Source: an optimization exercise on an open RTL-to-GDS flow (aim: small area, a short achievable clock period and few clock cycles per item). Production flows keep margins and buffers that such runs may drop. Where RTL was checked, it was by simulation tests only, not by an equivalence proof against the original. Only the layout flow was run in runs 4 and 5; the RTL was not checked for function there. Power figures rest on the tool's default switching activity, not on a simulated workload.

==> design/flow/design.v <==
module rm_decoder (
    input  wire       clk,
    input  wire       rst,
    input  wire       in_valid,
    input  wire [7:0] in_data,
    input  wire       in_eos,
    output wire       in_ready,
    output wire       out_valid,
    output wire [7:0] out_data,
    output wire       out_eos,
    input  wire       out_ready
);
    reg       h_v, h_eos;        
    reg [7:0] h_d;
    reg       s_v, s_eos;        
    reg [7:0] s_d;
    reg       rdy;               
    wire      pop;
    wire      push = in_valid & rdy;
    assign in_ready = rdy;
    always @(posedge clk) begin
        if (rst) begin
            h_v <= 1'b0;
            s_v <= 1'b0;
            rdy <= 1'b1;
        end else begin
            if (pop | ~h_v) begin
                h_v <= s_v | push;
                s_v <= 1'b0;
                rdy <= 1'b1;
            end else if (push) begin
                s_v <= 1'b1;
                rdy <= 1'b0;
            end
        end
    end
    always @(posedge clk) begin
        if (pop | ~h_v) begin
            h_d   <= s_v ? s_d   : in_data;
            h_eos <= s_v ? s_eos : in_eos;
        end
        if (rdy) begin
            s_d   <= in_data;
            s_eos <= in_eos;
        end
    end
    reg        st_cnt, st_val, st_mask, st_lit, st_skip;    
    reg [1:0]  mcnt;         
    reg [7:0]  ecount;       
    reg [7:0]  val;          
    reg [4:0]  lc;           
    reg [31:0] filled;       
    reg [7:0]  buf_q [0:31];
    reg        rd;           
    reg [4:0]  idx;          
    reg        eos_pend;     
    reg        o_v, o_eos;
    reg [7:0]  o_d;
    wire       o_adv = ~o_v | out_ready;
    wire [31:0] below;       
    genvar g;
    assign below[0] = 1'b1;
    generate
        for (g = 1; g < 32; g = g + 1) begin : g_pre
            assign below[g] = &filled[g-1:0];
        end
    endgenerate
    wire [31:0] nxt_lit = ~filled & below;
    wire        all_filled = &filled;
    wire mask_ok = ~rd | (idx[4:3] > mcnt);
    reg  lit_ok_r;
    wire lit_ok  = ~rd | lit_ok_r;
    wire c_eos  = h_v & h_eos & ~eos_pend;
    wire h_dat  = h_v & ~h_eos;
    wire c_cnt  = h_dat & st_cnt;
    wire c_val  = h_dat & st_val;
    wire c_mask = h_dat & st_mask & mask_ok;
    wire c_lit  = h_dat & st_lit & lit_ok & ~all_filled;
    wire c_skip = h_dat & st_skip;
    assign pop  = c_eos | c_cnt | c_val | c_mask | c_lit | c_skip;
    wire one_left   = &(filled | nxt_lit);
    wire chunk_done = st_lit & ~eos_pend & (all_filled | (c_lit & one_left));
    wire [7:0] wd = st_lit ? h_d : val;
    reg [31:0] we;
    integer i;
    always @(*) begin
        for (i = 0; i < 32; i = i + 1)
            we[i] = (c_mask & (mcnt == i[4:3]) & h_d[7 - i[2:0]]) | (c_lit & nxt_lit[i]);
    end
    always @(posedge clk) begin
        for (i = 0; i < 32; i = i + 1)
            if (we[i]) buf_q[i] <= wd;
    end
    always @(posedge clk) begin
        if (c_val) val <= h_d;
        if (c_cnt) begin
            filled <= 32'd0;
            ecount <= h_d;
            mcnt   <= 2'd0;
            lc     <= 5'd0;
        end else begin
            if (c_mask | c_lit) filled <= filled | we;
            if (c_mask) mcnt <= mcnt + 2'd1;
            if (c_mask & (mcnt == 2'd3)) ecount <= ecount - 8'd1;
            if (c_lit) lc <= lc + 5'd1;
        end
        lit_ok_r <= c_cnt ? (idx > 5'd1) : ({1'b0, lc} + 6'd1 < {1'b0, idx});
    end
    wire cnt_ff = (h_d == 8'hFF);
    wire cnt_00 = (h_d == 8'h00);
    wire last_e = (ecount == 8'd1);
    always @(posedge clk) begin
        if (rst) begin
            st_cnt <= 1'b1; st_val <= 1'b0; st_mask <= 1'b0; st_lit <= 1'b0; st_skip <= 1'b0;
        end else if (c_eos | chunk_done) begin
            st_cnt <= 1'b1; st_val <= 1'b0; st_mask <= 1'b0; st_lit <= 1'b0; st_skip <= 1'b0;
        end else begin
            if (c_cnt) begin
                st_cnt  <= 1'b0;
                st_skip <= cnt_ff;
                st_lit  <= cnt_00;
                st_val  <= ~cnt_ff & ~cnt_00;
            end
            if (c_val) begin
                st_val  <= 1'b0;
                st_mask <= 1'b1;
            end
            if (c_mask & (mcnt == 2'd3)) begin
                st_mask <= 1'b0;
                st_lit  <= last_e;
                st_val  <= ~last_e;
            end
        end
    end
    always @(posedge clk) begin
        if (rst) begin
            rd  <= 1'b0;
            idx <= 5'd0;
            o_v <= 1'b0;
            o_eos <= 1'b0;
            eos_pend <= 1'b0;
        end else begin
            if (chunk_done) rd <= 1'b1;
            if (c_eos) eos_pend <= 1'b1;
            if (o_adv) begin
                if (rd) begin
                    o_v   <= 1'b1;
                    o_eos <= 1'b0;
                    idx   <= idx + 5'd1;
                    if (idx == 5'd31) rd <= 1'b0;
                end else if (eos_pend) begin
                    o_v   <= 1'b1;
                    o_eos <= 1'b1;
                    eos_pend <= 1'b0;
                end else begin
                    o_v   <= 1'b0;
                end
            end
        end
    end
    always @(posedge clk) begin
        if (o_adv & rd) o_d <= buf_q[idx];
    end
    assign out_valid = o_v;
    assign out_data  = o_d;
    assign out_eos   = o_eos;
endmodule
==> design/flow/run.sh <==
#!/bin/bash
# synth_recipe.tcl (not shown) runs the flow's synth.tcl, then flattens the netlist and writes it again
# the make line also repeats each setting of config.mk as NAME=value (left out here)
make -C /OpenROAD-flow-scripts/flow DESIGN_CONFIG=/design/flow/config.mk WORK_HOME=/design/flow/orfs CLKGATE_MAP_FILE= SYNTH_SCRIPT=/design/flow/synth_recipe.tcl finish
==> design/flow/config.mk <==
export PLATFORM = sky130hd
export DESIGN_NAME = rm_decoder
export DESIGN_NICKNAME = rm_decoder
export VERILOG_FILES = /design/flow/design.v
export SDC_FILE = /design/flow/constraint.sdc
export NUM_CORES = 4
export LEC_CHECK = 0
export CAP_MARGIN = 20
export CORE_MARGIN = 2
export CORE_UTILIZATION = 40
export SETUP_SLACK_MARGIN = 4.6
export SLEW_MARGIN = 20
==> design/flow/constraint.sdc <==
create_clock -name core_clock -period 7.0 [get_ports {clk}]
set_input_delay 1.4000 -clock core_clock [delete_from_list [all_inputs] [get_ports {clk}]]
set_output_delay 1.4000 -clock core_clock [all_outputs]
set_load 0.01 [all_outputs]
==> flow_summary.yaml, run 1 <==
logic_synthesis:
  synth.top_cells.by_area: "sky130_fd_sc_hd__edfxtp_1, sky130_fd_sc_hd__dfxtp_1, sky130_fd_sc_hd__a21oi_1"
  yosysTopAreaCellShare_pct: 60.98
  synth_enable_flop_cells: 298
  yosys_most_used_dff: "sky130_fd_sc_hd__edfxtp_1"
  synth_cell_type_count: 66
  synth_warn: 2
  syn_inst: 1063
  syn_avg_cell_area_um2: 13.80
  synthArstFlopShare_pct: 0
  yosys_register_bits: 355
  ys_seq_area_share_pct: 68.76
  synthesis.area_um2: 14670
  syn_nets: 1095
  synth_area_leader_cell: "sky130_fd_sc_hd__edfxtp_1"
pwr:
  total_leakage_power_uw: 0.006611
  ir_drop_mv: 0.1776
  power_density_nw_per_um2: 224.4
floorplan:
  placeableCoreArea_um2: 36350
  start_util_pct: 40.37
  io_pins: 24
  floorplan.die_area_um2: 38230
  row_count: 70
  die_width_um: 195.5
  fp.dieH_um: 195.5
route:
  post_drt_antenna_nets: 0
  drtIter0Drc: 1273
  vias: 10580
  detailedRoute.firstPassIterationCount: 10
  wirelength_mm: 46.77
  avgViaCountPerCell: 6.210
  drc_errors: 0
  routed_wire_length_per_instance_um: 27.47
cts:
  path_clk_slew_ps: 60
  cts_max_path_buffers: 3
  tritoncts: "done"
  cts_hold_buffers: 0
  clock_tree.htree_level_count: 2
  cts_made_buffers: 37
  worst_skew_pair_latency_ps: 540
  numClockSinks: 355
  cts_root_cell: "sky130_fd_sc_hd__clkbuf_16"
global_routing:
  grt_use_met2_pct: 38.57
  grt_busiest_layer: "met2"
  grt_first_pass_wirelength_mm: 65.71
  grt_max_degree: 34
  global_route.usage.met1_pct: 31.72
  grtUsageMet3_pct: 3.731
  grt.overflow.total: 0
  grt_antenna_before_repair: 0
  grt_util_all_layers_pct: 23.35
  grt_pass1_vias: 9821
setup_path:
  critical_path.reg2reg.startpoint: "idx[0]"
  worstPathArrival_ps: 3090
  critical_path.endpoint: "o_d[4]"
  reg2reg_to: "o_d[4]"
  r2r_cells: 10
  critPathRequiredTime_ps: 7290
  setup.worst_path.start: "idx[0]"
  regToRegSetupSlack_ps: 4190
  critical_path.startpoint_type: "register"
  critical_path.endpoint_type: "register"
  critPathKind: "register to register"
  crit_fanout: 8
status:
  outcome: "complete, no violations"
cells_and_area:
  post_route_cells_drive_above_1_share_pct: 35.87
  fillers: 2892
  antennaDiodeCount: 0
  areaGrowthSynthToFinish_pct: 30.73
  finish.net_count: 1242
timing:
  max-slew-margin-rel_pct: 20.42
  finalSetupViolations: 0
  clock_skew_ps: 34.11
  post-route-min-period_ps: 2807
  setup-tns-final_ps: 0
  rsz_0062_raised_after_global_routing: "true"
  setup_ws_ps: 4193
  highest_clock_rate_ghz: 0.3562
  report.final.hold_viol_count: 0
  worst-slew-pin-transition_ps: 1189
  final.period_utilization_pct: 40.11
  report.final.slew_viol_count: 0
placed_design:
  globalplace.congestion: 0.9220
  dpl_worst_slack_ps: 3560
  detailed_place_hpwl_mm: 27.58
  number_of_buffer_cells_added_on_primary_ports: 23
worst_hold_path:
  hold_path_origin: "filled[0]"
  min_path_type: "register to register"
run:
  drv_cap: 0
==> power by group <==
group | leakage (uW) | total (uW) | switching [uW] | internal, uW
logic | 0.00284 | 46.2 | 24.8 | 21.5
clock network | 0.000581 | 1970 | 825 | 1140
registers | 0.00319 | 2290 | 23.6 | 2270
total | 0.00661 | 4300 | 873 | 3430
==> routing by layer <==
metal / vias up / share of wire [%] / routed length (um)
met4: 0 / 3.7 / 1726
li1: 4516 / - / -
met1: 5288 / 39 / 18330
met5: - / 0 / 0
met3: 131 / 10 / 4690
met2: 641 / 47 / 22030
==> cells by family after synthesis <==
logic type | Yosys count | share of synthesized area [%]
buffers and inverters | 96 | 2.814
multiplexers | 30 | 2.345
AND/OR/NAND/NOR | 269 | 10.07
adder cells (fa/ha/maj) | 21 | 1.756
AO/OA/AOI/OAI | 274 | 13.18
XOR/XNOR | 18 | 1.074
flip-flops | 355 | 68.76
==> placed cells by master, fill, tap and decap left out, drive strengths merged, types with 25 or more instances in the layout <==
cell type,netlist,layout
a21oi,70,70
a221oi,28,28
nand3,25,25
a22o,38,38
nor2,41,41
clkbuf,48,50
nand4,28,28
o21ai,42,42
dfxtp,57,57
nand2,83,83
a22oi,35,35
mux2,25,25
buf,24,161
edfxtp,298,298
==> worst min path at each step <==
stage | endpoint | cells after the start | slack, ps
4_1_cts | o_eos | 2 | 520
2_1_floorplan | val[6] | 0 | 420
6_report | filled[0] | 1 | 510
3_3_place_gp | o_eos | 2 | 500
3_5_place_dp | o_eos | 2 | 510
5_1_grt | filled[0] | 1 | 540
==> area by class of cell <==
cell class              count  area, um2  share of cell area, %
flip-flops and latches    355      10190                  53.13
clock inverters            15      175.2                 0.9131
inverters                  24      108.9                 0.5674
well taps                 468      585.6                  3.052
repair buffers            174       1804                  9.405
multi-input cells         618       5295                  27.60
clock buffers              49       1022                  5.329
==> metrics by stage <==
| step | std cells | hold WS (ps) | area, um2 | power, uW | util [%] |
|---|---|---|---|---|---|
| after floorplan | 1063 | 424.4 | 15010 | 2355 | - |
| after detailed placement | 1492 | 511.3 | 15530 | 2380 | 42.72 |
| after global placement | 1492 | 498.0 | 15530 | 2379 | 42.72 |
| after global routing | 1703 | 543.1 | 19180 | 4407 | 52.78 |
| final | 1703 | 512.6 | 19180 | 4304 | 52.78 |
| after CTS | 1647 | 517.7 | 18160 | 4309 | 49.97 |
==> Yosys cell counts, drive strengths merged (10+ instances only) <==
cell	instances
a21oi	70
a221oi	28
a222oi	15
a22o	38
a22oi	35
and2	14
buf	24
clkbuf	48
dfxtp	57
edfxtp	298
ha	19
inv	24
mux2	25
nand2	83
nand3	25
nand4	28
nor2	41
nor2b	10
nor3	10
o21ai	42
xnor2	12
==> critical path, stage by stage, from the launching register on <==
cell and delay (ps):
sky130_fd_sc_hd__dfxtp_4 370, sky130_fd_sc_hd__buf_6 130, sky130_fd_sc_hd__ha_4 190, sky130_fd_sc_hd__nor4bb_4 180, sky130_fd_sc_hd__buf_6 160, sky130_fd_sc_hd__a22o_1 210, sky130_fd_sc_hd__a221oi_2 210, sky130_fd_sc_hd__nand4_1 310
sky130_fd_sc_hd__a2111oi_4 420, sky130_fd_sc_hd__nand2_1 100, sky130_fd_sc_hd__mux2_4 280
==> registers in the layout, summed over array words and instances, names as in the netlist, 8 cells and up <==
| name | count |
|---|---|
| buf_q | 256 |
| filled | 32 |
| ecount | 8 |
| h_d | 8 |
| o_d | 8 |
| s_d | 8 |
| val | 8 |
==> what timing repair did <==
action | in CTS | in global routing
endpoints found under the hold margin | 0 | 0
buffers inserted | 88 | 52
cloned | 3 | 4
resized for setup | 210 | 113
setup endpoints to repair | 334 | 299
pin swaps | 57 | 58
Testbench counts, summed over its fixed seeds: cycles 36,148, bytes 27,072.
==> inputs of run 2 (changes only) <==
--- a/design/flow/config.mk
+++ b/design/flow/config.mk
@@ -8,5 +8,5 @@
 export CAP_MARGIN = 20
 export CORE_MARGIN = 2
 export CORE_UTILIZATION = 40
-export SETUP_SLACK_MARGIN = 4.6
+export SETUP_SLACK_MARGIN = 4.3
 export SLEW_MARGIN = 20
==> flow_summary.yaml, run 2 <==
status:
  outcome: "complete, no violations"
logic_synthesis:
  syn_avg_cell_area_um2: 13.80
  synth_enable_flop_cells: 298
  yosys_most_used_dff: "sky130_fd_sc_hd__edfxtp_1"
  synth_area_leader_cell: "sky130_fd_sc_hd__edfxtp_1"
  yosys_register_bits: 355
  ys_seq_area_share_pct: 68.76
  synth.top_cells.by_area: "sky130_fd_sc_hd__edfxtp_1, sky130_fd_sc_hd__dfxtp_1, sky130_fd_sc_hd__a21oi_1"
  synth_most_common_cell: "sky130_fd_sc_hd__edfxtp_1"
  synth_warn: 2
  most_instantiated_cells_after_synthesis: "sky130_fd_sc_hd__edfxtp_1, sky130_fd_sc_hd__nand2_1, sky130_fd_sc_hd__a21oi_1"
  synthArstFlopShare_pct: 0
  syn_inst: 1063
  yosysTopAreaCellShare_pct: 60.98
  syn_nets: 1095
  synth_cell_type_count: 66
  synthesis.area_um2: 14670
global_routing:
  grt.overflow.total: 0
  grt_antenna_before_repair: 1
  grt_pass1_vias: 9178
  grt_max_degree: 35
  grt_first_pass_wirelength_mm: 61.56
  grt_util_all_layers_pct: 22.07
timing:
  post-route-min-period_ps: 2883
  max-slew-margin-rel_pct: 27.99
  setup-tns-final_ps: 0
  finalSetupViolations: 0
  final.hold.worst_slack_ps: 504.2
  final.period_utilization_pct: 41.19
  worst-slew-pin-transition_ps: 1076
  report.final.hold_viol_count: 0
  rsz_0062_raised_after_global_routing: "true"
  highest_clock_rate_ghz: 0.3469
  clock_skew_ps: 26.25
  report.final.slew_viol_count: 0
route:
  routed-wl-met3_mm: 3.432
  dr_wl_met2_mm: 19.99
  wirelength_mm: 42.53
  post_drt_antenna_nets: 0
  avgViaCountPerCell: 6.017
  drtIter0Drc: 1100
  detail_route.wirelength.met1_mm: 17.76
  routed_wire_length_per_instance_um: 26.24
  drc_errors: 0
  highest-signal-layer: "met5"
  vias: 9754
  detailedRoute.firstPassIterationCount: 6
cts:
  tritoncts: "done"
  clock_tree.htree_level_count: 2
  path_clk_slew_ps: 60
  cts_max_path_buffers: 3
  numClockSinks: 355
  cts_root_cell: "sky130_fd_sc_hd__clkbuf_16"
  cts_made_buffers: 39
  cts_hold_buffers: 0
  worst_skew_pair_latency_ps: 550
setup_path:
  critical_path.endpoint_type: "register"
  critPathKind: "register to register"
  timing.critical_path.slowest_cell_delay_ps: 380
  crit_fanout: 8
  critical_path.slowest_cell: "sky130_fd_sc_hd__dfxtp_4"
  critical_path.cell_chain: "clkinvlp_4 -> ha_4 -> nor4bb_4 -> buf_6 -> a22o_1 -> a221oi_2 -> nand4_1 -> a2111oi_4 -> nand2_1 -> mux2_4"
  critical_path.startpoint_type: "register"
  critPathRequiredTime_ps: 7300
  worstPathArrival_ps: 3190
cells_and_area:
  seqCellArea_um2: 10120
  final_common_cell: "sky130_fd_sc_hd__edfxtp_1"
  multi_input_comb_area_um2: 4925
  top_regs: "buf_q: 256 flops, filled: 32 flops"
  highest_count_cells_in_the_layout_ignoring_fill_and_taps: "sky130_fd_sc_hd__edfxtp_1, sky130_fd_sc_hd__nand2_1, sky130_fd_sc_hd__a21oi_1"
  antennaDiodeCount: 0
  largest_register_by_flop_count: "buf_q"
  fillers: 3041
  areaGrowthSynthToFinish_pct: 21.79
  final-instance-count-excl-fill: 1621
  flip_flop_count_of_the_largest_register_after_layout: 256
  finish.net_count: 1155
  post_route_cells_drive_above_1_share_pct: 23.94
placed_design:
  globalplace.congestion: 0.8872
  place_inst: 1497
  detailed_place_hpwl_mm: 26.84
  number_of_buffer_cells_added_on_primary_ports: 23
floorplan:
  die_width_um: 195.5
  start_util_pct: 40.37
  io_pins: 24
  floorplan.die_area_um2: 38230
  placeableCoreArea_um2: 36350
  fp.dieH_um: 195.5
  row_count: 70
run:
  drv_cap: 0
worst_hold_path:
  min_path_type: "register to register"
pwr:
  total_leakage_power_uw: 0.005937
  ir_drop_mv: 0.1818
  power_density_nw_per_um2: 246.6
-- run 2: worst max-delay path: cells and delay by family, from the launching register on --
| kind | cells | cell delay [ps] |
|---|---|---|
| muxes | 1 | 280 |
| DFF | 1 | 380 |
| buffers and inverters | 2 | 290 |
| adders and majority gates | 1 | 220 |
| AOI/OAI and AO/OA | 3 | 850 |
| and+or+nand+nor | 3 | 610 |
-- run 2: final timing paths --
path | startpoint | to | slack [ps] | depth (start not counted)
hold / removal | o_eos | o_eos | 500 | 2
hold reg to reg | o_eos | o_eos | 500 | 2
setup reg to reg | idx[1] | o_d[4] | 4120 | 10
setup / recovery | idx[1] | o_d[4] | 4120 | 10
-- run 2: metrics by stage --
| step | instance area (um2) | power, uW | utilization (%) | worst slack (ps) |
|---|---|---|---|---|
| 4_1_cts | 17420 | 4425 | 47.92 | 4140 |
| 5_1_grt | 17870 | 4521 | 49.17 | 4049 |
| 6_report | 17870 | 4407 | 49.17 | 4117 |
| 3_5_place_dp | 15420 | 2380 | 42.42 | 3378 |
| 2_1_floorplan | 14850 | 2355 | - | 4208 |
| 3_3_place_gp | 15420 | 2380 | 42.42 | 3428 |
-- run 2: final cells by class --
cell class	count	area share, %
sequential	355	56.63
multi-input combinational	613	27.56
clock buffer	48	5.650
timing repair buffer	90	4.761
tap	468	3.277
clock inverter	23	1.554
inverter	24	0.5741
-- run 2: metal layers --
| layer | vias up | global-route usage (%) |
|---|---|---|
| li1 | 4320 | - |
| met1 | 4913 | 30.18 |
| met2 | 444 | 35.16 |
| met3 | 75 | 3.834 |
| met4 | 2 | 8.708 |
| met5 | - | 0 |
-- run 2: power breakdown --
group / internal [uW] / total [uW] / switching, uW / leakage [uW]
Combinational: 17.4 / 39.7 / 22.3 / 0.00216
Clock: 1220 / 2070 / 852 / 0.000605
Sequential: 2270 / 2300 / 20.9 / 0.00318
Total: 3510 / 4410 / 896 / 0.00594
-- run 2: kinds of logic (layout without fill, tap and decap cells) --
logic type | Yosys count | count (layout) | share of synthesized area (%)
and+or+nand+nor | 269 | 270 | 10.07
DFF | 355 | 355 | 68.76
xor gates and xnor gates | 18 | 18 | 1.074
adders and majority gates | 21 | 21 | 1.756
AOI/OAI and AO/OA | 274 | 274 | 13.18
muxes | 30 | 30 | 2.345
buffers and inverters | 96 | 185 | 2.814
-- run 2: what timing repair did --
item / CTS / global route
buffers inserted: 31 / 21
gates resized for setup: 123 / 44
cloned: 0 / 1
pin swaps: 26 / 22
hold endpoints to repair: 0 / 0
endpoints found under the setup margin: 328 / 257
==> inputs of run 3 (changes only) <==
--- a/design/flow/config.mk
+++ b/design/flow/config.mk
@@ -7,6 +7,7 @@
 export LEC_CHECK = 0
 export CAP_MARGIN = 20
 export CORE_MARGIN = 2
-export CORE_UTILIZATION = 40
-export SETUP_SLACK_MARGIN = 4.3
+export CORE_UTILIZATION = 60
+export CTS_BUF_LIST = sky130_fd_sc_hd__clkbuf_4 sky130_fd_sc_hd__clkbuf_8
+export SETUP_SLACK_MARGIN = 4.6
 export SLEW_MARGIN = 20
==> flow_summary.yaml, run 3 <==
cts:
  worst_skew_pair_latency_ps: 610
  numClockSinks: 355
  clock_tree.htree_level_count: 2
  cts_max_path_buffers: 3
  cts_made_buffers: 55
  path_clk_slew_ps: 70
  tritoncts: "done"
  cts_hold_buffers: 0
  cts_root_cell: "sky130_fd_sc_hd__clkbuf_8"
setup_path:
  critical_path.slowest_cell: "sky130_fd_sc_hd__dfxtp_4"
  critical_path.startpoint_type: "register"
  critPathKind: "register to register"
  worstPathArrival_ps: 3140
  regToRegSetupSlack_ps: 4210
  critical_path.cell_chain: "ha_4 -> and4b_2 -> a22o_1 -> a221oi_2 -> nand4_1 -> a2111oi_2 -> nand2_1 -> mux2_2"
  cp_buf_inv_count: 0
  timing.critical_path.slowest_cell_delay_ps: 380
  critPathTopFamily: "compound AO/OA/AOI/OAI gates"
  crit_fanout: 9
  critPathRequiredTime_ps: 7350
  critical_path.reg2reg.startpoint: "idx[0]"
  critical_path.endpoint_type: "register"
  reg2reg_to: "o_d[5]"
  r2r_cells: 8
placed_design:
  place_inst: 1349
  number_of_buffer_cells_added_on_primary_ports: 23
  globalplace.congestion: 0.9657
  dpl_worst_slack_ps: 3658
  detailed_place_hpwl_mm: 26.56
global_routing:
  grt_antenna_before_repair: 0
  grt_util_all_layers_pct: 33.11
  grt_pass1_vias: 9613
  grt_first_pass_wirelength_mm: 62.44
  grt.overflow.total: 0
  grt_max_degree: 50
cells_and_area:
  final_common_cell: "sky130_fd_sc_hd__edfxtp_1"
  largest_register_by_flop_count: "buf_q"
  final-instance-count-excl-fill: 1551
  top_regs: "buf_q: 256 flops, filled: 32 flops"
  flip_flop_count_of_the_largest_register_after_layout: 256
  post_route_cells_drive_above_1_share_pct: 33.03
  fillers: 1518
  postLayoutCoreUtil_pct: 75.31
  areaGrowthSynthToFinish_pct: 24.09
  highest_count_cells_in_the_layout_ignoring_fill_and_taps: "sky130_fd_sc_hd__edfxtp_1, sky130_fd_sc_hd__nand2_1, sky130_fd_sc_hd__buf_4"
  finish.net_count: 1213
logic_synthesis:
  synth_area_leader_cell: "sky130_fd_sc_hd__edfxtp_1"
  syn_nets: 1095
  synth_enable_flop_cells: 298
  syn_inst: 1063
  yosys_register_bits: 355
  yosys_most_used_dff: "sky130_fd_sc_hd__edfxtp_1"
  syn_avg_cell_area_um2: 13.80
  most_instantiated_cells_after_synthesis: "sky130_fd_sc_hd__edfxtp_1, sky130_fd_sc_hd__nand2_1, sky130_fd_sc_hd__a21oi_1"
  synth_cell_type_count: 66
  synth_most_common_cell: "sky130_fd_sc_hd__edfxtp_1"
  synth.top_cells.by_area: "sky130_fd_sc_hd__edfxtp_1, sky130_fd_sc_hd__dfxtp_1, sky130_fd_sc_hd__a21oi_1"
  synthesis.area_um2: 14670
  synthArstFlopShare_pct: 0
  synth_warn: 2
  yosysTopAreaCellShare_pct: 60.98
  ys_seq_area_share_pct: 68.76
timing:
  max-slew-margin-rel_pct: 31.54
  rsz_0062_raised_after_global_routing: "true"
  setup_ws_ps: 4205
  report.final.slew_viol_count: 0
  highest_clock_rate_ghz: 0.3578
  worst-slew-pin-transition_ps: 1023
  clock_skew_ps: 37.68
  setup-tns-final_ps: 0
  post-route-min-period_ps: 2795
  finalSetupViolations: 0
  final.hold.worst_slack_ps: 524.6
  report.final.hold_viol_count: 0
  final.period_utilization_pct: 39.92
pwr:
  total_leakage_power_uw: 0.006259
  power_density_nw_per_um2: 223.3
  ir_drop_mv: 0.1794
route:
  avgViaCountPerCell: 6.696
  wirelength_mm: 43.45
  routed_wire_length_per_instance_um: 28.02
  drtIter0Drc: 1240
  detailedRoute.firstPassIterationCount: 5
  post_drt_antenna_nets: 0
  drc_errors: 0
  vias: 10390
worst_hold_path:
  hold_path_origin: "filled[28]"
  whs_path_depth: 1
  min_path_type: "register to register"
  min_to: "filled[28]"
floorplan:
  start_util_pct: 60.69
  floorplan.die_area_um2: 25720
  io_pins: 24
  row_count: 57
  fp.dieH_um: 160.4
  placeableCoreArea_um2: 24180
  die_width_um: 160.4
status:
  outcome: "complete, no violations"
run:
  drv_cap: 0
-- run 3: cell counts after synthesis --
Identical to the previous run, type by type.
-- run 3: worst max path at each step --
stage	cells after the start	slack, ps	endpoint	from
floorplan	11	4230	o_d[4]	idx[0]
global placement	9	3660	o_d[5]	idx[1]
detailed placement	9	3660	o_d[5]	idx[1]
CTS	9	4250	o_d[7]	idx[0]
global route	11	4140	o_d[3]	idx[1]
finish	8	4210	o_d[5]	idx[0]
-- run 3: report_power, final --
part,internal [uW],switching (uW)
Sequential,2270,21.0
Clock,936,796
Combinational,20.1,23.8
-- run 3: repair_timing --
item | in CTS | in global routing
setup endpoints to repair | 333 | 287
gates resized for setup | 198 | 59
pin swaps | 44 | 32
gates cloned | 1 | 1
buffers inserted | 60 | 37
-- run 3: final cells by class --
| type | count | area (um2) | share of cell area [%] |
|---|---|---|---|
| clock buffer | 81 | 983.4 | 5.401 |
| timing repair buffer | 131 | 1346 | 7.394 |
| antenna | 1 | 2.502 | 0.01374 |
| clock inverter | 21 | 120.1 | 0.6597 |
| sequential | 355 | 10190 | 55.95 |
| multi-input combinational | 614 | 5066 | 27.82 |
| inverter | 24 | 97.59 | 0.5360 |
| tap | 324 | 405.4 | 2.226 |
-- run 3: routing by layer --
layer	GRT usage, %	vias up	wire [um]
met5	0	-	0
met4	11.88	0	1815
met3	6.508	106	4740
met2	54.25	651	21010
met1	44.67	5180	15890
li1	-	4448	-
-- run 3: logic make-up (layout without fill, tap and decap cells) --
logic type      count (synthesis)  after routing  synth area share [%]
mux                            30             30                 2.345
compound gates                274            274                 13.18
other cells                     0              1                     0
xor+xnor                       18             18                 1.074
buf+inv                        96            257                 2.814
flops                         355            355                 68.76
simple gates                  269            271                 10.07
fa+ha+maj                      21             21                 1.756
-- run 3: through the flow --
step / cell area [um2] / total power (uW)
finish: 18210 / 4066
global route: 18210 / 4174
CTS: 17670 / 4073
detailed placement: 15350 / 2379
global placement: 15350 / 2378
floorplan: 15010 / 2355
-- run 3: worst register-to-register path, delay by kind of cell (launching register included) --
kind | cells | cell delay [ps]
muxes | 1 | 280
AOI/OAI and AO/OA | 3 | 930
adders and majority gates | 1 | 210
DFF | 1 | 380
and+or+nand+nor | 3 | 760
==> inputs of run 4 (changes only) <==
--- a/design/flow/design.v
+++ b/design/flow/design.v
@@ -53,6 +53,8 @@
     reg [7:0]  buf_q [0:31];
     reg        rd;           
     reg [4:0]  idx;          
+    reg [3:0]  sel_lo;       
+    reg [7:0]  sel_hi;       
     reg        eos_pend;     
     reg        o_v, o_eos;
     reg [7:0]  o_d;
@@ -136,6 +138,8 @@
         if (rst) begin
             rd  <= 1'b0;
             idx <= 5'd0;
+            sel_lo <= 4'b0001;
+            sel_hi <= 8'b00000001;
             o_v <= 1'b0;
             o_eos <= 1'b0;
             eos_pend <= 1'b0;
@@ -147,6 +151,8 @@
                     o_v   <= 1'b1;
                     o_eos <= 1'b0;
                     idx   <= idx + 5'd1;
+                    sel_lo <= {sel_lo[2:0], sel_lo[3]};
+                    if (sel_lo[3]) sel_hi <= {sel_hi[6:0], sel_hi[7]};
                     if (idx == 5'd31) rd <= 1'b0;
                 end else if (eos_pend) begin
                     o_v   <= 1'b1;
@@ -158,8 +164,14 @@
             end
         end
     end
+    reg [7:0] rdata;
+    always @(*) begin
+        rdata = 8'd0;
+        for (i = 0; i < 32; i = i + 1)
+            rdata = rdata | ({8{sel_hi[i >> 2] & sel_lo[i & 3]}} & buf_q[i]);
+    end
     always @(posedge clk) begin
-        if (o_adv & rd) o_d <= buf_q[idx];
+        if (o_adv & rd) o_d <= rdata;
     end
     assign out_valid = o_v;
     assign out_data  = o_d;
==> flow_summary.yaml, run 4 <==
cells_and_area:
  highest_count_cells_in_the_layout_ignoring_fill_and_taps: "sky130_fd_sc_hd__edfxtp_1, sky130_fd_sc_hd__nand2_1, sky130_fd_sc_hd__a21oi_1"
  antennaDiodeCount: 0
  finish.net_count: 1235
  fillers: 1663
  top_regs: "buf_q: 256 flops, filled: 32 flops"
  areaGrowthSynthToFinish_pct: 19.45
  final_common_cell: "sky130_fd_sc_hd__edfxtp_1"
  flip_flop_count_of_the_largest_register_after_layout: 256
  post_route_cells_drive_above_1_share_pct: 25.98
  largest_register_by_flop_count: "buf_q"
timing:
  worst-slew-pin-transition_ps: 779.4
  post-route-min-period_ps: 2625
  max-slew-margin-rel_pct: 47.97
  clock_skew_ps: 30.27
  highest_clock_rate_ghz: 0.3809
  report.final.slew_viol_count: 0
  final.period_utilization_pct: 37.50
  setup_ws_ps: 4375
  rsz_0062_raised_after_global_routing: "true"
  final.hold.worst_slack_ps: 479.9
  setup-tns-final_ps: 0
  report.final.hold_viol_count: 0
  finalSetupViolations: 0
cts:
  clock_tree.htree_level_count: 2
  cts_hold_buffers: 0
  path_clk_slew_ps: 60
  worst_skew_pair_latency_ps: 590
  numClockSinks: 367
  cts_made_buffers: 56
  tritoncts: "done"
  cts_max_path_buffers: 3
  cts_root_cell: "sky130_fd_sc_hd__clkbuf_8"
pwr:
  ir_drop_mv: 0.1591
  power_density_nw_per_um2: 245.8
  total_leakage_power_uw: 0.006083
worst_hold_path:
  whs_path_depth: 2
  hold_path_origin: "sel_hi[2]"
  min_path_type: "register to register"
  min_to: "sel_hi[3]"
logic_synthesis:
  syn_avg_cell_area_um2: 13.39
  synth_most_common_cell: "sky130_fd_sc_hd__edfxtp_1"
  yosys_register_bits: 367
  synth_enable_flop_cells: 298
  yosysTopAreaCellShare_pct: 60.64
  synth_area_leader_cell: "sky130_fd_sc_hd__edfxtp_1"
  synth_warn: 2
  ys_seq_area_share_pct: 70.00
  yosys_most_used_dff: "sky130_fd_sc_hd__edfxtp_1"
  syn_inst: 1102
  synthArstFlopShare_pct: 0
  syn_nets: 1131
  synthesis.area_um2: 14760
  synth.top_cells.by_area: "sky130_fd_sc_hd__edfxtp_1, sky130_fd_sc_hd__dfxtp_1, sky130_fd_sc_hd__a22oi_1"
  most_instantiated_cells_after_synthesis: "sky130_fd_sc_hd__edfxtp_1, sky130_fd_sc_hd__nand2_1, sky130_fd_sc_hd__a21oi_1"
  synth_cell_type_count: 65
route:
  avgViaCountPerCell: 6.404
  detailedRoute.firstPassIterationCount: 5
  routed_wire_length_per_instance_um: 24.79
  wirelength_mm: 38.95
  post_drt_antenna_nets: 0
  vias: 10060
  drtIter0Drc: 1009
  drc_errors: 0
setup_path:
  timing.critical_path.slowest_cell_delay_ps: 470
  r2r_cells: 11
  critPathKind: "register to output port"
  reg2reg_to: "st_skip"
  critical_path.startpoint_type: "register"
  worstPathArrival_ps: 1230
  cp_buf_inv_count: 1
  critPathTopFamily: "flip-flops"
  critical_path.cell_chain: "buf_2"
  critical_path.slowest_cell: "sky130_fd_sc_hd__edfxtp_1"
  critical_path.reg2reg.startpoint: "filled[4]"
  critPathRequiredTime_ps: 5600
  crit_fanout: 1
  regToRegSetupSlack_ps: 4460
  critical_path.endpoint_type: "output port"
global_routing:
  grt.overflow.total: 0
  grt_first_pass_wirelength_mm: 58.27
  grt_max_degree: 47
  grt_pass1_vias: 9911
  grt_util_all_layers_pct: 30.11
  grt_antenna_before_repair: 0
floorplan:
  start_util_pct: 60.86
  io_pins: 24
  fp.dieH_um: 160.8
  row_count: 57
  placeableCoreArea_um2: 24250
  floorplan.die_area_um2: 25860
  die_width_um: 160.8
placed_design:
  globalplace.congestion: 0.9363
  detailed_place_hpwl_mm: 22.81
  dpl_worst_slack_ps: 3420
  number_of_buffer_cells_added_on_primary_ports: 23
run:
  drv_cap: 0
status:
  outcome: "complete, no violations"
==> run 4: cell type report <==
cell class	instances	area [um2]	area share [%]
clock buffer	89	1018	5.778
clock inverter	10	47.55	0.2697
inverter	19	77.57	0.4401
multi-input combinational	648	4577	25.97
sequential	367	10420	59.10
tap	324	405.4	2.300
timing repair buffer	114	1084	6.147
==> run 4: timing repair <==
item | CTS | global route
pin swaps | 29 | 30
cloned | 1 | 1
resized for setup | 148 | 47
setup endpoints to repair | 356 | 297
buffers inserted | 45 | 27
==> run 4: how the worst max path moves through the flow <==
stage	from	endpoint	slack, ps	depth (start not counted)
after floorplan	mcnt[1]	buf_q[19][0]	4470	10
after global placement	out_ready	sel_hi[5]	3480	7
after detailed placement	out_ready	sel_hi[2]	3420	7
after CTS	o_d[4]	out_data[4]	4360	1
after global routing	filled[2]	st_skip	4350	11
final	o_d[4]	out_data[4]	4370	1
==> run 4: cell families (layout without fill, tap and decap cells) <==
logic type | count (synthesis) | after routing | synth area share (%)
adder cells (fa/ha/maj) | 19 | 19 | 1.560
XOR/XNOR | 18 | 18 | 1.068
AO/OA/AOI/OAI | 314 | 314 | 14.62
buffers and inverters | 89 | 232 | 2.306
multiplexers | 18 | 18 | 1.365
AND/OR/NAND/NOR | 277 | 279 | 9.081
flip-flops | 367 | 367 | 70.00
==> run 4: per-layer routing <==
layer  routed length (um)  vias up  global-route usage (%)  share of wire (%)
li1                     -     4513                       -                  -
met1                15400     4934                   40.54                 40
met2                18510      503                   48.88                 48
met3                 3221      110                   4.752                8.3
met4                 1811        0                   13.88                4.6
met5                    0        -                       0                  0
==> run 4: where the power goes <==
| part | internal [uW] | total [uW] | switching (uW) |
|---|---|---|---|
| combinational | 62.6 | 181 | 118 |
| sequential | 2420 | 2460 | 42.1 |
| clock | 915 | 1690 | 774 |
==> run 4: through the flow <==
step,area (um2),utilization [%],power [uW],cells
floorplan,14890,-,2599,1102
global placement,15400,63.50,2664,1398
detailed placement,15400,63.50,2669,1398
CTS,17180,70.84,4338,1543
global route,17630,72.69,4460,1571
finish,17630,72.69,4333,1571
==> inputs of run 5 (changes only) <==
--- a/design/flow/config.mk
+++ b/design/flow/config.mk
@@ -7,7 +7,7 @@
 export LEC_CHECK = 0
 export CAP_MARGIN = 20
 export CORE_MARGIN = 2
-export CORE_UTILIZATION = 60
+export CORE_UTILIZATION = 75
 export CTS_BUF_LIST = sky130_fd_sc_hd__clkbuf_4 sky130_fd_sc_hd__clkbuf_8
 export SETUP_SLACK_MARGIN = 4.6
 export SLEW_MARGIN = 20
==> flow_summary.yaml, run 5 <==
global_routing:
  grt.overflow.total: 0
  grt_pass1_vias: 10290
  grt_max_degree: 47
  grt_first_pass_wirelength_mm: 60.44
  grt_util_all_layers_pct: 39.90
  grt_antenna_before_repair: 0
timing:
  report.final.slew_viol_count: 0
  max-slew-margin-rel_pct: 39.75
  setup-tns-final_ps: 0
  finalSetupViolations: 0
  clock_skew_ps: 26.69
  report.final.hold_viol_count: 0
  post-route-min-period_ps: 2738
  final.period_utilization_pct: 39.11
  worst-slew-pin-transition_ps: 903.8
  setup_ws_ps: 4262
  highest_clock_rate_ghz: 0.3653
  rsz_0062_raised_after_global_routing: "true"
floorplan:
  floorplan.die_area_um2: 20810
  row_count: 51
  io_pins: 24
  start_util_pct: 76.07
  placeableCoreArea_um2: 19400
  fp.dieH_um: 144.3
  die_width_um: 144.3
placed_design:
  detailed_place.area_um2: 15300
  globalplace.congestion: 0.9354
  detailed_place_hpwl_mm: 21.77
  dpl_worst_slack_ps: 3396
  number_of_buffer_cells_added_on_primary_ports: 23
logic_synthesis:
  post_synth_mux_area_share_pct: 1.365
  yosys_register_bits: 367
  yosys.area_share.adder_pct: 1.560
  synthArstFlopShare_pct: 0
  post_synth_and_or_nand_nor_area_fraction_pct: 9.081
  synth_top_family_by_area: "compound AO/OA/AOI/OAI gates"
  most_instantiated_cells_after_synthesis: "sky130_fd_sc_hd__edfxtp_1, sky130_fd_sc_hd__nand2_1, sky130_fd_sc_hd__a21oi_1"
  synth.top_cells.by_area: "sky130_fd_sc_hd__edfxtp_1, sky130_fd_sc_hd__dfxtp_1, sky130_fd_sc_hd__a22oi_1"
  synth_area_leader_cell: "sky130_fd_sc_hd__edfxtp_1"
  yosysTopAreaCellShare_pct: 60.64
  syn_avg_cell_area_um2: 13.39
  synth_enable_flop_cells: 298
  synth_compound_gate_area_share_pct: 14.62
  yosys_most_used_dff: "sky130_fd_sc_hd__edfxtp_1"
  synth_warn: 2
  synth_xor_area_share_pct: 1.068
  ys_seq_area_share_pct: 70.00
  syn_inst: 1102
  synthesis.area_um2: 14760
  syn_nets: 1131
  synth_most_common_cell: "sky130_fd_sc_hd__edfxtp_1"
  synth_cell_type_count: 65
setup_path:
  worstPathArrival_ps: 3250
  crit_fanout: 3
  critical_path.cell_chain: "nand4_1 -> buf_4 -> buf_4 -> nor2_1 -> a32o_1 -> o2111a_1 -> nand4_1 -> or4b_4 -> or3_1 -> o211ai_2"
  critical_path.reg2reg.startpoint: "filled[12]"
  critical_path.slowest_cell: "sky130_fd_sc_hd__or4b_4"
  critical_path.startpoint_type: "register"
  critical_path.endpoint_type: "register"
  setup.worst_path.start: "filled[12]"
  critPathRequiredTime_ps: 7520
  critPathKind: "register to register"
  timing.critical_path.slowest_cell_delay_ps: 560
cts:
  path_clk_slew_ps: 60
  cts_made_buffers: 54
  tritoncts: "done"
  numClockSinks: 367
  worst_skew_pair_latency_ps: 610
  cts_root_cell: "sky130_fd_sc_hd__clkbuf_8"
  cts_max_path_buffers: 3
  clock_tree.htree_level_count: 2
cells_and_area:
  highest_count_cells_in_the_layout_ignoring_fill_and_taps: "sky130_fd_sc_hd__edfxtp_1, sky130_fd_sc_hd__nand2_1, sky130_fd_sc_hd__a21oi_1"
  post_route_cells_drive_above_1_share_pct: 26.34
  finish.net_count: 1234
  flip_flop_count_of_the_largest_register_after_layout: 256
  postLayoutCoreUtil_pct: 90.89
  largest_register_by_flop_count: "buf_q"
  final_common_cell: "sky130_fd_sc_hd__edfxtp_1"
  top_regs: "buf_q: 256 flops, filled: 32 flops"
  final_design_area_no_fill_um2: 17630
  antennaDiodeCount: 0
  areaGrowthSynthToFinish_pct: 19.48
pwr:
  power_density_nw_per_um2: 248.1
  ir_drop_mv: 0.1772
  total_leakage_power_uw: 0.006111
run:
  drv_cap: 0
worst_hold_path:
  hold_path_origin: "sel_hi[2]"
  min_path_type: "register to register"
route:
  post_drt_antenna_nets: 0
  wirelength_mm: 44.96
  vias: 11280
  drtIter0Drc: 2131
  avgViaCountPerCell: 7.449
  routed_wire_length_per_instance_um: 29.70
  drc_errors: 0
  detailedRoute.firstPassIterationCount: 10
status:
  outcome: "complete, no violations"
## run 5: changes by cell type in the layout (fill, tap and decap cells not counted), moves of 3 or more
cell / previous run / this run
sky130_fd_sc_hd__clkinv_1: 8 / 11
sky130_fd_sc_hd__clkinv_2: 1 / 4
sky130_fd_sc_hd__dfxtp_1: 41 / 36
sky130_fd_sc_hd__clkbuf_4: 33 / 27
sky130_fd_sc_hd__o21ai_4: 20 / 23
sky130_fd_sc_hd__dfxtp_2: 7 / 11
## run 5: final cells by class
type	instances	area [um2]
clock buffers	83	973.4
well taps	265	331.6
clock inverters	17	82.58
flip-flops and latches	367	10430
fillers	716	1768
repair buffers	114	1096
inverters	19	77.57
multi-input cells	649	4643
## run 5: cells by family (layout without fill, tap and decap cells)
family,count (synthesis),in the layout
adders and majority gates,19,19
AOI/OAI and AO/OA,314,315
muxes,18,18
DFF,367,367
buffers and inverters,89,233
xor gates and xnor gates,18,18
and+or+nand+nor,277,279
## run 5: final timing paths
kind                                  end  slack [ps]  cells after the start
worst max register to register     st_cnt        4260                     10
worst min-delay path            sel_hi[3]         480                      2
worst max-delay path               st_cnt        4260                     10
worst min register to register  sel_hi[3]         480                      2
## run 5: metrics by stage
stage	hold WS, ps	power [uW]	instances
2_1_floorplan	424.4	2599	1102
3_3_place_gp	460.2	2658	1336
3_5_place_dp	460.9	2666	1336
4_1_cts	471.9	4293	1481
5_1_grt	501.5	4465	1514
6_report	484.5	4375	1514
## run 5: layer usage
| layer | track usage (%) | up-vias | routed length [um] |
|---|---|---|---|
| met5 | 0 | - | 0 |
| li1 | - | 4507 | - |
| met1 | 50.80 | 5186 | 13930 |
| met4 | 23.76 | 0 | 3924 |
| met3 | 10.66 | 347 | 7130 |
| met2 | 62.38 | 1238 | 19980 |
## run 5: power by group
group          total [uW]  internal (uW)  switching (uW)
Sequential           2470           2420            50.8
Clock                1710            888             824
Combinational         192           64.2             127
Total                4370           3370            1000
## run 5: worst max-delay path: cells and delay by family (launching register included)
family	cells	cell delay (ps)
AND/OR/NAND/NOR	5	1490
AO/OA/AOI/OAI	3	490
flip-flops	1	350
buffers and inverters	2	340
## run 5: timing repair
item                                    4_1_cts  5_1_grt
endpoints found under the setup margin      351      297
pin swaps                                    27       29
hold buffers                                  0        0
gates cloned                                  0        3
gates resized for setup                     155       58
setup buffers                                45       30
==> inputs of run 6 (changes only) <==
--- a/design/flow/design.v
+++ b/design/flow/design.v
@@ -171,7 +171,10 @@
             rdata = rdata | ({8{sel_hi[i >> 2] & sel_lo[i & 3]}} & buf_q[i]);
     end
     always @(posedge clk) begin
-        if (o_adv & rd) o_d <= rdata;
+        if (rst)
+            o_d <= 8'd0;
+        else if (o_adv & rd)
+            o_d <= rdata;
     end
     assign out_valid = o_v;
     assign out_data  = o_d;
--- a/design/flow/config.mk
+++ b/design/flow/config.mk
@@ -7,7 +7,7 @@
 export LEC_CHECK = 0
 export CAP_MARGIN = 20
 export CORE_MARGIN = 2
-export CORE_UTILIZATION = 75
+export CORE_UTILIZATION = 60
 export CTS_BUF_LIST = sky130_fd_sc_hd__clkbuf_4 sky130_fd_sc_hd__clkbuf_8
 export SETUP_SLACK_MARGIN = 4.6
 export SLEW_MARGIN = 20
==> flow_summary.yaml, run 6 <==
setup_path:
  regToRegSetupSlack_ps: 4570
  worstPathArrival_ps: 1060
  cp_buf_inv_count: 1
  crit_fanout: 2
  critPathKind: "register to output port"
  setup.worst_path.start: "o_d[4]"
  critical_path.cell_chain: "buf_6"
  critical_path.endpoint_type: "output port"
  critical_path.reg2reg.startpoint: "filled[5]"
  critPathTopFamily: "flip-flops"
  critical_path.endpoint: "out_data[4]"
  critical_path.startpoint_type: "register"
  critical_path.slowest_cell: "sky130_fd_sc_hd__dfxtp_4"
  r2r_cells: 8
  critPathRequiredTime_ps: 5600
  timing.critical_path.slowest_cell_delay_ps: 360
  reg2reg_to: "st_lit"
  critical_path_depth: 1
pwr:
  power_density_nw_per_um2: 234.5
  totalPowerFinal_uw: 4134
  internal_power_uw: 3274
  p_switching_uw: 859.4
  comb_power_share_pct: 1.1
  ir_drop_mv: 0.2104
  p_clk_share_pct: 42.0
  total_leakage_power_uw: 0.005972
  sequential_cell_fraction_of_total_power_pct: 57.0
  switching_share_pct: 20.79
cts:
  worst_skew_pair_latency_ps: 590
  cts_max_path_buffers: 3
  path_clk_slew_ps: 60
  numClockSinks: 367
  tritoncts: "done"
  cts_made_buffers: 57
  clock_tree.htree_level_count: 2
  cts_root_cell: "sky130_fd_sc_hd__clkbuf_8"
floorplan:
  start_util_pct: 61.12
  floorplan.die_area_um2: 26050
  placeableCoreArea_um2: 24320
  io_pins: 24
  row_count: 57
  fp.dieH_um: 161.4
  die_width_um: 161.4
timing:
  worst-slew-pin-transition_ps: 778.9
  setup-tns-final_ps: 0
  report.final.slew_viol_count: 0
  clock_skew_ps: 26.97
  final.period_utilization_pct: 35.09
  report.final.hold_viol_count: 0
  max-slew-margin-rel_pct: 48.08
  post-route-min-period_ps: 2457
  rsz_0062_raised_after_global_routing: "true"
  finalSetupViolations: 0
  highest_clock_rate_ghz: 0.4071
cells_and_area:
  fillers: 1661
  top_regs: "buf_q: 256 flops, filled: 32 flops"
  largest_register_by_flop_count: "buf_q"
  antennaDiodeCount: 0
  finish.net_count: 1252
  seqCellArea_um2: 10330
  flip_flop_count_of_the_largest_register_after_layout: 256
  final_common_cell: "sky130_fd_sc_hd__edfxtp_1"
  post_route_cells_drive_above_1_share_pct: 24.49
  areaGrowthSynthToFinish_pct: 18.62
  multi_input_comb_area_um2: 4644
  highest_count_cells_in_the_layout_ignoring_fill_and_taps: "sky130_fd_sc_hd__edfxtp_1, sky130_fd_sc_hd__nand2_1, sky130_fd_sc_hd__a21oi_1, sky130_fd_sc_hd__a22oi_1, sky130_fd_sc_hd__clkbuf_8"
global_routing:
  grt.overflow.total: 0
  grt_antenna_before_repair: 0
  grt_first_pass_wirelength_mm: 60.03
  grt_max_degree: 37
  grt_pass1_vias: 9846
  grt_util_all_layers_pct: 31.23
placed_design:
  globalplace.congestion: 0.9267
  number_of_buffer_cells_added_on_primary_ports: 23
  detailed_place_hpwl_mm: 24.30
logic_synthesis:
  syn_nets: 1166
  syn_avg_cell_area_um2: 13.07
  synthesis.area_um2: 14860
  synthArstFlopShare_pct: 0
  synth_area_leader_cell: "sky130_fd_sc_hd__edfxtp_1"
  synth_enable_flop_cells: 290
  synth_most_common_cell: "sky130_fd_sc_hd__edfxtp_1"
  yosysTopAreaCellShare_pct: 58.59
  yosys_register_bits: 367
  synth_cell_type_count: 56
  yosys_most_used_dff: "sky130_fd_sc_hd__edfxtp_1"
  most_instantiated_cells_after_synthesis: "sky130_fd_sc_hd__edfxtp_1, sky130_fd_sc_hd__nand2_1, sky130_fd_sc_hd__dfxtp_1"
  syn_inst: 1137
  synth_warn: 2
  synth.top_cells.by_area: "sky130_fd_sc_hd__edfxtp_1, sky130_fd_sc_hd__dfxtp_1, sky130_fd_sc_hd__a22oi_1"
  ys_seq_area_share_pct: 68.96
route:
  avgViaCountPerCell: 6.536
  vias: 10420
  post_drt_antenna_nets: 0
  drtIter0Drc: 1471
  wirelength_mm: 41.37
  drc_errors: 0
  detailedRoute.firstPassIterationCount: 8
  routed_wire_length_per_instance_um: 25.95
status:
  outcome: "complete, no violations"
run:
  drv_cap: 0
worst_hold_path:
  min_path_type: "register to register"
-- run 6: routing by layer --
metal | wire, um | vias up | share of wire [%] | track usage, %
met1 | 16150 | 5081 | 39 | 43.18
li1 | - | 4617 | - | -
met4 | 1528 | 0 | 3.7 | 12.34
met5 | 0 | - | 0 | 0
met2 | 19550 | 624 | 47 | 49.55
met3 | 4145 | 97 | 10 | 5.984
-- run 6: how the worst min path moves through the flow --
stage | start | end | depth (start not counted)
after floorplan | h_d[0] | val[0] | 0
after global placement | st_skip | st_skip | 2
after detailed placement | st_skip | st_skip | 2
after CTS | st_skip | st_skip | 2
after global routing | st_skip | st_skip | 2
final | st_skip | st_skip | 2
-- run 6: cell type report --
| cell class | count | area share [%] |
|---|---|---|
| repair buffers | 104 | 6.025 |
| well taps | 324 | 2.299 |
| inverters | 21 | 0.4471 |
| flip-flops and latches | 367 | 58.60 |
| clock inverters | 28 | 0.8658 |
| clock buffers | 78 | 5.415 |
| multi-input cells | 672 | 26.34 |
-- run 6: metrics by stage --
step                      setup WS [ps]  util [%]  cells  hold slack, ps  cell area, um2
after global placement             3921     63.78   1438           454.8           15510
final                              4543     72.50   1594           480.5           17630
after global routing               4500     72.50   1594           498.0           17630
after detailed placement           3865     63.78   1438           448.0           15510
after CTS                          4359     70.18   1566           458.6           17070
after floorplan                    4581         -   1137           424.4           14930
-- run 6: power groups by stage --
stage / combinational (uW) / sequential (uW) / clock (uW)
finish: 43.5 / 2360 / 1740
global route: 47.6 / 2350 / 1840
CTS: 41.5 / 2360 / 1750
detailed placement: 40.4 / 2400 / 0
global placement: 39.8 / 2400 / 0
floorplan: 30.9 / 2390 / 0
-- run 6: tightest hold or removal path, stage by stage (launching register included) --
cell and delay (ps):
sky130_fd_sc_hd__dfxtp_1 310, sky130_fd_sc_hd__nand2_1 70, sky130_fd_sc_hd__a21oi_2 50
-- run 6: kinds of logic after synthesis --
| kind of cell | Yosys count | share of synthesized area (%) |
|---|---|---|
| muxes | 17 | 1.288 |
| buffers and inverters | 101 | 2.610 |
| and+or+nand+nor | 305 | 9.900 |
| DFF | 367 | 68.96 |
| xor gates and xnor gates | 17 | 1.002 |
| adders and majority gates | 19 | 1.549 |
| AOI/OAI and AO/OA | 311 | 14.69 |
-- run 6: what timing repair did --
action | 4_1_cts | 5_1_grt
pin swaps | 10 | 17
cloned | 0 | 7
buffers inserted | 22 | 21
setup endpoints to repair | 311 | 295
resized for setup | 117 | 101
hold buffers | 0 | 0
Testbench counts of run 6, summed over its fixed seeds: cycles 36,148, bytes 27,072.
==> inputs of run 7 (changes only) <==
--- a/design/flow/config.mk
+++ b/design/flow/config.mk
@@ -8,6 +8,9 @@
 export CAP_MARGIN = 20
 export CORE_MARGIN = 2
 export CORE_UTILIZATION = 60
-export CTS_BUF_LIST = sky130_fd_sc_hd__clkbuf_4 sky130_fd_sc_hd__clkbuf_8
+export CTS_BUF_LIST = sky130_fd_sc_hd__clkbuf_8
+export CTS_CLUSTER_DIAMETER = 60
+export CTS_CLUSTER_SIZE = 16
 export SETUP_SLACK_MARGIN = 4.6
 export SLEW_MARGIN = 20
+export TNS_END_PERCENT = 0
==> flow_summary.yaml, run 7 <==
status:
  outcome: "complete, no violations"
setup_path:
  critPathKind: "register to output port"
  critPathTopFamily: "flip-flops"
  crit_fanout: 2
  critical_path.cell_chain: "buf_6"
  critical_path.startpoint_type: "register"
  timing.critical_path.slowest_cell_delay_ps: 380
  critical_path.slowest_cell: "sky130_fd_sc_hd__dfxtp_2"
  critical_path.endpoint_type: "output port"
  critPathRequiredTime_ps: 5600
  cp_buf_inv_count: 1
  worstPathArrival_ps: 1100
timing:
  final.period_utilization_pct: 35.74
  report.final.slew_viol_count: 0
  post-route-min-period_ps: 2502
  highest_clock_rate_ghz: 0.3997
  report.final.hold_viol_count: 0
  clock_skew_ps: 16.53
  finalSetupViolations: 0
  setup_ws_ps: 4498
  max-slew-margin-rel_pct: 32.10
  rsz_0062_raised_after_global_routing: "true"
  setup-tns-final_ps: 0
  worst-slew-pin-transition_ps: 1018
cells_and_area:
  highest_count_cells_in_the_layout_ignoring_fill_and_taps: "sky130_fd_sc_hd__edfxtp_1, sky130_fd_sc_hd__nand2_1, sky130_fd_sc_hd__a21oi_1"
  areaGrowthSynthToFinish_pct: 11.19
  flip_flop_count_of_the_largest_register_after_layout: 256
  postLayoutCoreUtil_pct: 67.95
  final_design_area_no_fill_um2: 16530
  post_route_cells_drive_above_1_share_pct: 16.47
  top_regs: "buf_q: 256 flops, filled: 32 flops"
  largest_register_by_flop_count: "buf_q"
  finish.net_count: 1195
  antennaDiodeCount: 0
  final_common_cell: "sky130_fd_sc_hd__edfxtp_1"
route:
  routed-wl-met3_mm: 3.215
  dr_wl_met2_mm: 19.40
  detail_route.wirelength.met1_mm: 15.70
  drc_errors: 0
  wirelength_mm: 40.03
  drtIter0Drc: 1426
  routed_wire_length_per_instance_um: 26.44
  vias: 10020
  detailedRoute.firstPassIterationCount: 8
  avgViaCountPerCell: 6.617
  highest-signal-layer: "met4"
  post_drt_antenna_nets: 0
pwr:
  internal_power_uw: 2912
  switching_share_pct: 20.88
  ir_drop_mv: 0.2986
  totalPowerFinal_uw: 3680
  power_density_nw_per_um2: 222.7
  total_leakage_power_uw: 0.005444
  sequential_cell_fraction_of_total_power_pct: 63.9
  comb_power_share_pct: 1.1
  p_clk_share_pct: 35.0
  p_switching_uw: 768.4
floorplan:
  floorplan.die_area_um2: 26050
  placeableCoreArea_um2: 24320
  row_count: 57
  die_width_um: 161.4
  io_pins: 24
  start_util_pct: 61.12
  fp.dieH_um: 161.4
cts:
  path_clk_slew_ps: 100
  cts_made_buffers: 30
  numClockSinks: 367
  tritoncts: "done"
  clock_tree.htree_level_count: 1
  worst_skew_pair_latency_ps: 620
  cts_root_cell: "sky130_fd_sc_hd__clkbuf_8"
  cts_hold_buffers: 0
  cts_max_path_buffers: 3
logic_synthesis:
  synth_warn: 2
  yosys_most_used_dff: "sky130_fd_sc_hd__edfxtp_1"
  synthArstFlopShare_pct: 0
  syn_nets: 1166
  synth_enable_flop_cells: 290
  yosys_register_bits: 367
  synth_cell_type_count: 56
  ys_seq_area_share_pct: 68.96
  synth_area_leader_cell: "sky130_fd_sc_hd__edfxtp_1"
  synthesis.area_um2: 14860
  synth.top_cells.by_area: "sky130_fd_sc_hd__edfxtp_1, sky130_fd_sc_hd__dfxtp_1, sky130_fd_sc_hd__a22oi_1"
  syn_avg_cell_area_um2: 13.07
  syn_inst: 1137
  synth_most_common_cell: "sky130_fd_sc_hd__edfxtp_1"
  yosysTopAreaCellShare_pct: 58.59
  most_instantiated_cells_after_synthesis: "sky130_fd_sc_hd__edfxtp_1, sky130_fd_sc_hd__nand2_1, sky130_fd_sc_hd__dfxtp_1"
global_routing:
  grt_antenna_before_repair: 0
  grt_first_pass_wirelength_mm: 58.62
  grt_util_all_layers_pct: 30.36
  grt_pass1_vias: 9468
  grt.overflow.total: 0
  grt_max_degree: 51
worst_hold_path:
  min_path_type: "register to register"
placed_design:
  dpl_worst_slack_ps: 3783
  globalplace.congestion: 0.9100
  number_of_buffer_cells_added_on_primary_ports: 23
  detailed_place_hpwl_mm: 23.57
  detailed_place.area_um2: 15500
run:
  drv_cap: 0
-- run 7: cell counts after synthesis --
Identical to the previous run, type by type.
-- run 7: path summary, 6_finish.rpt --
kind / from / endpoint / slack, ps / cells after the start
worst min register to register: st_skip / st_skip / 480 / 2
worst max-delay path: o_d[1] / out_data[1] / 4500 / 1
worst max register to register: filled[6] / st_lit / 4550 / 8
worst min-delay path: st_skip / st_skip / 480 / 2
-- run 7: per-layer routing --
| layer | vias to the layer above | GRT usage (%) |
|---|---|---|
| met5 | - | 0 |
| met1 | 4976 | 40.90 |
| li1 | 4471 | - |
| met3 | 89 | 3.903 |
| met4 | 0 | 13.64 |
| met2 | 482 | 49.96 |
-- run 7: final cells by class --
class	count	area [um2]
fill	1757	7794
clock buffer	37	509.2
tap	324	405.4
clock inverter	19	151.4
multi-input combinational	669	4436
sequential	367	10310
timing repair buffer	77	638.1
inverter	21	78.83
-- run 7: cells by family (layout without fill, tap and decap cells) --
logic type / after synthesis / after routing / synth area share [%]
mux: 17 / 17 / 1.288
fa+ha+maj: 19 / 19 / 1.549
xor+xnor: 17 / 17 / 1.002
buf+inv: 101 / 154 / 2.610
simple gates: 305 / 305 / 9.900
compound gates: 311 / 311 / 14.69
flops: 367 / 367 / 68.96
-- run 7: worst min-delay path, delay by kind of cell, from the launching register on --
kind	cells	cell delay, ps
compound gates	1	60
flops	1	330
simple gates	1	60
-- run 7: repair_timing --
item	CTS	global route
cloned	0	1
pin swaps	2	4
setup endpoints to repair	306	334
resized for setup	26	111
buffers inserted	4	9
-- run 7: power groups by stage --
stage	clock network, uW	logic, uW	registers [uW]
after floorplan	0	30.7	2390
after global placement	0	39.8	2400
after detailed placement	0	40.4	2400
after CTS	1290	40.6	2350
after global routing	1370	44.7	2350
final	1290	40.7	2350
-- run 7: stage by stage --
| stage | hold slack, ps | std cells |
|---|---|---|
| 2_1_floorplan | 424.4 | 1137 |
| 3_3_place_gp | 462.8 | 1444 |
| 3_5_place_dp | 462.6 | 1444 |
| 4_1_cts | 478.6 | 1504 |
| 5_1_grt | 533.4 | 1514 |
| 6_report | 480.4 | 1514 |
==> inputs of run 8 (changes only) <==
--- a/design/flow/config.mk
+++ b/design/flow/config.mk
@@ -13,4 +13,3 @@
 export CTS_CLUSTER_SIZE = 16
 export SETUP_SLACK_MARGIN = 4.6
 export SLEW_MARGIN = 20
-export TNS_END_PERCENT = 0
==> flow_summary.yaml, run 8 <==
global_routing:
  grt_first_pass_wirelength_mm: 59.24
  grt_util_all_layers_pct: 30.61
  grt_pass1_vias: 9554
  grt_max_degree: 37
  grt.overflow.total: 0
  grt_antenna_before_repair: 1
placed_design:
  detailed_place_hpwl_mm: 24.30
  dpl_worst_slack_ps: 3865
  number_of_buffer_cells_added_on_primary_ports: 23
  globalplace.congestion: 0.9267
  place_inst: 1438
route:
  drc_errors: 0
  drtIter0Drc: 1218
  avgViaCountPerCell: 6.629
  vias: 10170
  detailedRoute.firstPassIterationCount: 8
  routed_wire_length_per_instance_um: 26.35
  post_drt_antenna_nets: 0
  wirelength_mm: 40.41
timing:
  worst-slew-pin-transition_ps: 773.7
  highest_clock_rate_ghz: 0.4023
  report.final.slew_viol_count: 0
  setup_ws_ps: 4514
  rsz_0062_raised_after_global_routing: "true"
  max-slew-margin-rel_pct: 48.42
  report.final.hold_viol_count: 0
  post-route-min-period_ps: 2486
  setup-tns-final_ps: 0
  finalSetupViolations: 0
  final.period_utilization_pct: 35.51
  clock_skew_ps: 20.99
floorplan:
  io_pins: 24
  die_width_um: 161.4
  row_count: 57
  start_util_pct: 61.12
  placeableCoreArea_um2: 24320
  fp.dieH_um: 161.4
  floorplan.die_area_um2: 26050
cells_and_area:
  post_route_cells_drive_above_1_share_pct: 19.69
  final-instance-count-excl-fill: 1534
  top_regs: "buf_q: 256 flops, filled: 32 flops"
  finish.net_count: 1217
  final_common_cell: "sky130_fd_sc_hd__edfxtp_1"
  areaGrowthSynthToFinish_pct: 13.90
  highest_count_cells_in_the_layout_ignoring_fill_and_taps: "sky130_fd_sc_hd__edfxtp_1, sky130_fd_sc_hd__nand2_1, sky130_fd_sc_hd__a21oi_1, sky130_fd_sc_hd__a22oi_1, sky130_fd_sc_hd__buf_4"
  flip_flop_count_of_the_largest_register_after_layout: 256
  largest_register_by_flop_count: "buf_q"
logic_synthesis:
  syn_nets: 1166
  ys_seq_area_share_pct: 68.96
  syn_avg_cell_area_um2: 13.07
  synth_area_leader_cell: "sky130_fd_sc_hd__edfxtp_1"
  yosys_register_bits: 367
  synth_cell_type_count: 56
  syn_inst: 1137
  synth_warn: 2
  yosysTopAreaCellShare_pct: 58.59
  yosys_most_used_dff: "sky130_fd_sc_hd__edfxtp_1"
  most_instantiated_cells_after_synthesis: "sky130_fd_sc_hd__edfxtp_1, sky130_fd_sc_hd__nand2_1, sky130_fd_sc_hd__dfxtp_1"
  synth.top_cells.by_area: "sky130_fd_sc_hd__edfxtp_1, sky130_fd_sc_hd__dfxtp_1, sky130_fd_sc_hd__a22oi_1"
  synth_enable_flop_cells: 290
  synthesis.area_um2: 14860
  synthArstFlopShare_pct: 0
  synth_most_common_cell: "sky130_fd_sc_hd__edfxtp_1"
cts:
  cts_max_path_buffers: 3
  worst_skew_pair_latency_ps: 590
  path_clk_slew_ps: 110
  numClockSinks: 367
  clock_tree.htree_level_count: 1
  cts_made_buffers: 28
  tritoncts: "done"
  cts_root_cell: "sky130_fd_sc_hd__clkbuf_8"
pwr:
  total_leakage_power_uw: 0.005660
  ir_drop_mv: 0.1528
  power_density_nw_per_um2: 208.3
  totalPowerFinal_uw: 3526
setup_path:
  crit_fanout: 2
  critical_path.reg2reg.startpoint: "filled[9]"
  cp_buf_inv_count: 1
  critPathKind: "register to output port"
  setup.worst_path.start: "o_d[4]"
  critical_path.startpoint_type: "register"
  critical_path.cell_chain: "buf_6"
  critical_path.slowest_cell: "sky130_fd_sc_hd__dfxtp_2"
  critPathRequiredTime_ps: 5600
  timing.critical_path.slowest_cell_delay_ps: 380
  worstPathArrival_ps: 1090
  critical_path.endpoint_type: "output port"
  critPathTopFamily: "flip-flops"
worst_hold_path:
  hold_path_origin: "st_skip"
  min_path_type: "register to register"
status:
  outcome: "complete, no violations"
run:
  drv_cap: 0
==> run 8: timing repair <==
action / CTS / global route
endpoints found under the hold margin: 0 / 0
hold buffers: 0 / 0
gates resized for setup: 119 / 62
buffers inserted: 21 / 21
cloned: 0 / 2
pin swaps: 10 / 22
setup endpoints to repair: 311 / 280
==> run 8: cell families (layout without fill, tap and decap cells) <==
logic type,count (synthesis),in the layout,synth area share (%)
DFF,367,367,68.96
AOI/OAI and AO/OA,311,311,14.69
and+or+nand+nor,305,306,9.900
buffers and inverters,101,172,2.610
adders and majority gates,19,19,1.549
xor gates and xnor gates,17,17,1.002
muxes,17,17,1.288
other,0,1,0
==> run 8: per-stage QoR <==
step / utilization (%) / cell area, um2 / hold slack [ps]
final: 69.61 / 16930 / 475.7
after global routing: 69.60 / 16930 / 494.3
after CTS: 67.84 / 16500 / 464.6
after detailed placement: 63.78 / 15510 / 448.0
after global placement: 63.78 / 15510 / 454.8
after floorplan: - / 14930 / 424.4
==> run 8: worst paths after layout <==
check	end	slack [ps]	depth (start not counted)
worst max-delay path	out_data[4]	4510	1
worst min-delay path	st_skip	480	2
worst max register to register	st_lit	4580	9
worst min register to register	st_skip	480	2
==> run 8: area by class of cell <==
class / count / area (um2)
sequential: 367 / 10350
timing repair buffer: 100 / 968.4
inverter: 21 / 78.83
multi-input combinational: 670 / 4584
fill: 1712 / 7391
antenna: 1 / 2.502
clock inverter: 20 / 116.4
tap: 324 / 405.4
clock buffer: 31 / 426.7
==> run 8: power by group <==
| group | switching [uW] | internal (uW) | leakage [uW] | total [uW] |
|---|---|---|---|---|
| sequential | 21.5 | 2330 | 0.00328 | 2350 |
| clock | 684 | 450 | 0.000330 | 1130 |
| combinational | 24.1 | 18.9 | 0.00205 | 43.0 |
| total | 729 | 2800 | 0.00566 | 3530 |
==> run 8: metal layers <==
layer,vias to the layer above,wire length [um],track usage [%]
met5,-,0,0
met4,0,1184,9.253
met3,81,3504,3.903
met2,509,19420,50.35
met1,5064,16300,43.31
li1,4515,-,-

==> port drivers added, routing unchanged <==
In the flow no input, the clock included, has a driving cell. The finished layouts below were timed again as built, in two steps.
Step 1 assumes that a clkbuf_16 drives the clock port and a buf_2 every other input.
Step 2 moves the port delays by t, midway between the first and last clock arrival at a register: inputs arrive t later, outputs are due t later. That takes back most of the time a late clock gives input paths.
Three values: ideal, step 1, step 2; two values: the first two.
| run | t (ns) | setup WS [ns] | slew at the worst register clock pin (ns) |
|---|---|---|---|
| run 1 | 0.573 | 4.193 / 4.193 / 4.183 | 0.07 / 0.07 |
| run 2 | 0.591 | 4.117 / 4.117 / 3.908 | 0.06 / 0.06 |
| run 3 | 0.638 | 4.205 / 4.205 / 4.100 | 0.07 / 0.07 |
| run 4 | 0.618 | 4.375 / 4.332 / 4.076 | 0.07 / 0.07 |
| run 5 | 0.632 | 4.262 / 4.262 / 4.032 | 0.08 / 0.08 |
| run 6 | 0.621 | 4.543 / 4.499 / 4.033 | 0.07 / 0.07 |
| run 7 | 0.653 | 4.498 / 4.454 / 3.907 | 0.11 / 0.11 |
| run 8 | 0.628 | 4.514 / 4.466 / 4.054 | 0.11 / 0.11 |
After both steps setup and hold are still met in every run listed. The setup slack of run 7, which loses most, moves by -0.044 ns with the drivers and by -0.591 ns with both steps.
